This is an optimization exercise on Yosys and OpenROAD, whose aim is small area, not a production implementation. RTL that was checked went through simulation tests only; none was proved equivalent to the original. Power figures rest on the tool's default switching activity, not on a simulated workload.

Setup of rev 12:
==> flow/design.v <==
module caliper_channel (
    input               clk,
    input               rst,
    input  [17:0]       dt_lo,
    input               dt_big,
    input               tick_stb,
    input               edge_stb,
    input               clk_line,
    input               data_line,
    input               invert,
    output reg [23:0]   smp,
    output reg          vld,
    output reg          pwr,
    output reg          notify
);
    localparam [17:0] OFF  = 18'd62144;            
    localparam [4:0]  L23  = 5'd14;
    reg [23:0]   acc;
    reg [4:0]    cnt;
    reg [17:0]   g;
    reg          far;
    reg          rs;
    wire c = clk_line  ^ invert;
    wire d = data_line ^ invert;
    wire [18:0] cy;
    wire [18:0] s;
    assign cy[0] = 1'b0;
    genvar k;
    generate
        for (k = 0; k < 18; k = k + 1) begin : g_add
            assign s[k]    = g[k] ^ dt_lo[k] ^ cy[k];
            assign cy[k+1] = (g[k] & dt_lo[k]) | (g[k] & cy[k]) | (dt_lo[k] & cy[k]);
        end
    endgenerate
    assign s[18] = cy[18];
    wire        ge_pl  = far | dt_big | s[18];
    wire        gt_rs  = rs | dt_big | (|dt_lo[17:11]) | cy[11] | (s[10:0] > 11'd1704);
    wire [23:0] acc_next = {d, acc[23:1]};
    wire        act      = edge_stb & c;
    wire [4:0]  cnt_inc  = {cnt[3:0], cnt[4] ^ cnt[2]};
    wire        last     = (cnt == L23);
    wire        pub      = act & last;
    always @(posedge clk) begin
        if (act)
            acc <= acc_next;
        if (rst)
            vld <= 1'b0;
        else if (pub)
            vld <= 1'b1;
        if (pub)
            smp <= acc_next;
    end
    always @(posedge clk) begin
        if (rst) begin
            cnt    <= 5'd1;
            g      <= OFF;
            far    <= 1'b0;
            rs     <= 1'b0;
            pwr    <= 1'b0;
            notify <= 1'b0;
        end else begin
            notify <= 1'b0;
            if (edge_stb) begin
                if (c) begin
                    pwr <= 1'b1;
                    if (last) begin
                        cnt    <= 5'd1;
                        notify <= 1'b1;
                    end else begin
                        cnt <= cnt_inc;
                    end
                end else if (gt_rs) begin
                    cnt <= 5'd1;
                end
                g   <= OFF;
                far <= 1'b0;
                rs  <= 1'b0;
            end else begin
                g   <= s[17:0];
                far <= ge_pl;
                rs  <= gt_rs;
                if (tick_stb && pwr && ge_pl) begin
                    pwr    <= 1'b0;
                    notify <= 1'b1;
                end
            end
        end
    end
endmodule
module caliper_sampler #(
    parameter NCH           = 16,
    parameter TW            = 64,
    parameter RESYNC_US     = 1000,
    parameter POWER_LOSS_US = 200000
) (
    input                clk,
    input                rst,
    input  [TW-1:0]      now,
    input                tick_stb,
    input  [NCH-1:0]     edge_stb,
    input  [NCH-1:0]     clk_line,
    input  [NCH-1:0]     data_line,
    input  [NCH-1:0]     invert,
    output [NCH-1:0]     notify,
    input  [3:0]         rd_ch,
    output [23:0]        rd_raw,
    output               rd_pwr,
    output               rd_unit,
    output               rd_sign,
    output [19:0]        rd_mag,
    input  [23:0]        dec_raw,
    output               dec_unit,
    output               dec_sign,
    output [19:0]        dec_mag
);
    reg  [TW-1:0]  prev_now;
    reg            first;
    wire [18:0]    dt_lo_b = {1'b0, now[17:0]} - {1'b0, prev_now[17:0]};
    wire [17:0]    dt_lo   = dt_lo_b[17:0];
    wire [TW-19:0] nh      = now[TW-1:18];
    wire [TW-19:0] ph      = prev_now[TW-1:18];
    wire [TW-19:0] z       = nh ^ ph;
    wire           x_le1   = ~|(z[TW-19:1] & (~ph[TW-20:0] | nh[TW-20:0]));
    wire           dt_big  = first ? |nh : (~x_le1 | (z[0] & ~dt_lo_b[18]));
    always @(posedge clk) begin
        prev_now <= {now[TW-1:18], now[17:0] & {18{~rst}}};
        first    <= rst;
    end
    wire [23:0]    smp [0:NCH-1];
    wire [NCH-1:0] vld;
    wire [NCH-1:0] pwr;
    genvar i;
    generate
        for (i = 0; i < NCH; i = i + 1) begin : g_ch
            caliper_channel u_ch (
                .clk       (clk),
                .rst       (rst),
                .dt_lo     (dt_lo),
                .dt_big    (dt_big),
                .tick_stb  (tick_stb),
                .edge_stb  (edge_stb[i]),
                .clk_line  (clk_line[i]),
                .data_line (data_line[i]),
                .invert    (invert[i]),
                .smp       (smp[i]),
                .vld       (vld[i]),
                .pwr       (pwr[i]),
                .notify    (notify[i])
            );
        end
    endgenerate
    assign rd_raw  = vld[rd_ch] ? smp[rd_ch] : 24'd0;
    assign rd_pwr  = pwr[rd_ch];
    assign rd_unit = rd_raw[23];
    assign rd_sign = rd_raw[20];
    assign rd_mag  = rd_raw[19:0];
    assign dec_unit = dec_raw[23];
    assign dec_sign = dec_raw[20];
    assign dec_mag  = dec_raw[19:0];
endmodule
export LEC_CHECK = 0
export CAP_MARGIN = 20
export CORE_MARGIN = 2
export CORE_UTILIZATION = 65
export SLEW_MARGIN = 20
create_clock -name core_clock -period 10.0 [get_ports {clk}]
standard.sh (not shown) runs the stock make flow with config.mk's settings and CLKGATE_MAP_FILE= SYNTH_SCRIPT=/design/flow/synth_recipe.tcl, a recipe that flattens the netlist after the stock synthesis.
==> flow/flow/run.sh <==
#!/bin/bash
# Standard layout (the standard.sh, standard synthesis unchanged) with two
# changes: CTS does not add dummy loads, and port buffers are buf_1.
set -euo pipefail
W="$(cd "$(dirname "${BASH_SOURCE[0]}")/.." && pwd)"
cd "$W"
export CTS_ARGS="-sink_clustering_enable -repair_clock_nets -dont_use_dummy_load -buf_list sky130_fd_sc_hd__clkbuf_8 -sink_clustering_size 14 -sink_clustering_max_diameter 50"
export BUFFER_PORTS_ARGS="-buffer_cell sky130_fd_sc_hd__buf_1"
bash "$W/standard.sh" > "$W/standard.log" 2>&1
Changes in rev 13 relative to rev 12:
--- a/flow/design.v
+++ b/flow/design.v
@@ -11,13 +11,12 @@
     output reg [23:0]   smp,
     output reg          vld,
     output reg          pwr,
     output reg          notify
 );
     localparam [17:0] OFF  = 18'd62144;            
-    localparam [4:0]  L23  = 5'd14;
     reg [23:0]   acc;
     reg [4:0]    cnt;
     reg [17:0]   g;
     reg          far;
     reg          rs;
     wire c = clk_line  ^ invert;
@@ -34,14 +33,13 @@
     endgenerate
     assign s[18] = cy[18];
     wire        ge_pl  = far | dt_big | s[18];
     wire        gt_rs  = rs | dt_big | (|dt_lo[17:11]) | cy[11] | (s[10:0] > 11'd1704);
     wire [23:0] acc_next = {d, acc[23:1]};
     wire        act      = edge_stb & c;
-    wire [4:0]  cnt_inc  = {cnt[3:0], cnt[4] ^ cnt[2]};
-    wire        last     = (cnt == L23);
+    wire        last     = cnt[4] & cnt[2] & cnt[1] & cnt[0];
     wire        pub      = act & last;
     always @(posedge clk) begin
         if (act)
             acc <= acc_next;
         if (rst)
             vld <= 1'b0;
@@ -49,31 +47,31 @@
             vld <= 1'b1;
         if (pub)
             smp <= acc_next;
     end
     always @(posedge clk) begin
         if (rst) begin
-            cnt    <= 5'd1;
+            cnt    <= 5'd0;
             g      <= OFF;
             far    <= 1'b0;
             rs     <= 1'b0;
             pwr    <= 1'b0;
             notify <= 1'b0;
         end else begin
             notify <= 1'b0;
             if (edge_stb) begin
                 if (c) begin
                     pwr <= 1'b1;
                     if (last) begin
-                        cnt    <= 5'd1;
+                        cnt    <= 5'd0;
                         notify <= 1'b1;
                     end else begin
-                        cnt <= cnt_inc;
+                        cnt <= cnt + 5'd1;
                     end
                 end else if (gt_rs) begin
-                    cnt <= 5'd1;
+                    cnt <= 5'd0;
                 end
                 g   <= OFF;
                 far <= 1'b0;
                 rs  <= 1'b0;
             end else begin
                 g   <= s[17:0];
- Lower non-clock buffer count goes to rev 12 over rev 13.
- Rev 13 against rev 12: ratio of final minimum period to clock period shows an increase of 3.7 points; minimum clock period shows an increase of 0.37 ns.
- Rev 13 | stages: all done | timing, DRC, antenna: all pass
- [diff] hold slack, rev 13 relative to rev 12: regression
- Delta (rev 13 minus rev 12): cell internal power dissipation held; total power went up 0.62%; mapped cell area went up 2.0%.
The RTL of rev 13 was laid out without a check of its function.

[re-timing with driven ports]
Ports are ideal in the flow. The routed layouts listed here were re-timed in OpenROAD. Step 1: set_driving_cell puts a clkbuf_16 on clk and a buf_2 on each other input, an assumption about the parent block. Step 2 adds t to the input delays and takes it off the output delays; t is the mean of the earliest and latest rising clock arrival at the registers after step 1. Input paths then give back, and output paths get back, about the clock's delay inside the block. Slacks: ideal ports / drivers / drivers and shift; pairs: ideal ports / drivers.
| run | t, ns | setup WS [ns] | worst setup path after step 2 | worst slew at a driven data input, ns | cell pins on the clock port's net |
|---|---|---|---|---|---|
| rev 12 | 0.791 | 0.803 / 0.840 / 0.049 | input to register | 0.13 | 1 |
| rev 13 | 0.785 | 0.432 / 0.471 / -0.314 | input to register | 0.12 | 1 |
With both steps, setup timing fails in rev 13, where it was met with ideal ports. For rev 12, which loses most, drivers alone change the setup slack by +0.037 ns; drivers and shift together by -0.754 ns.
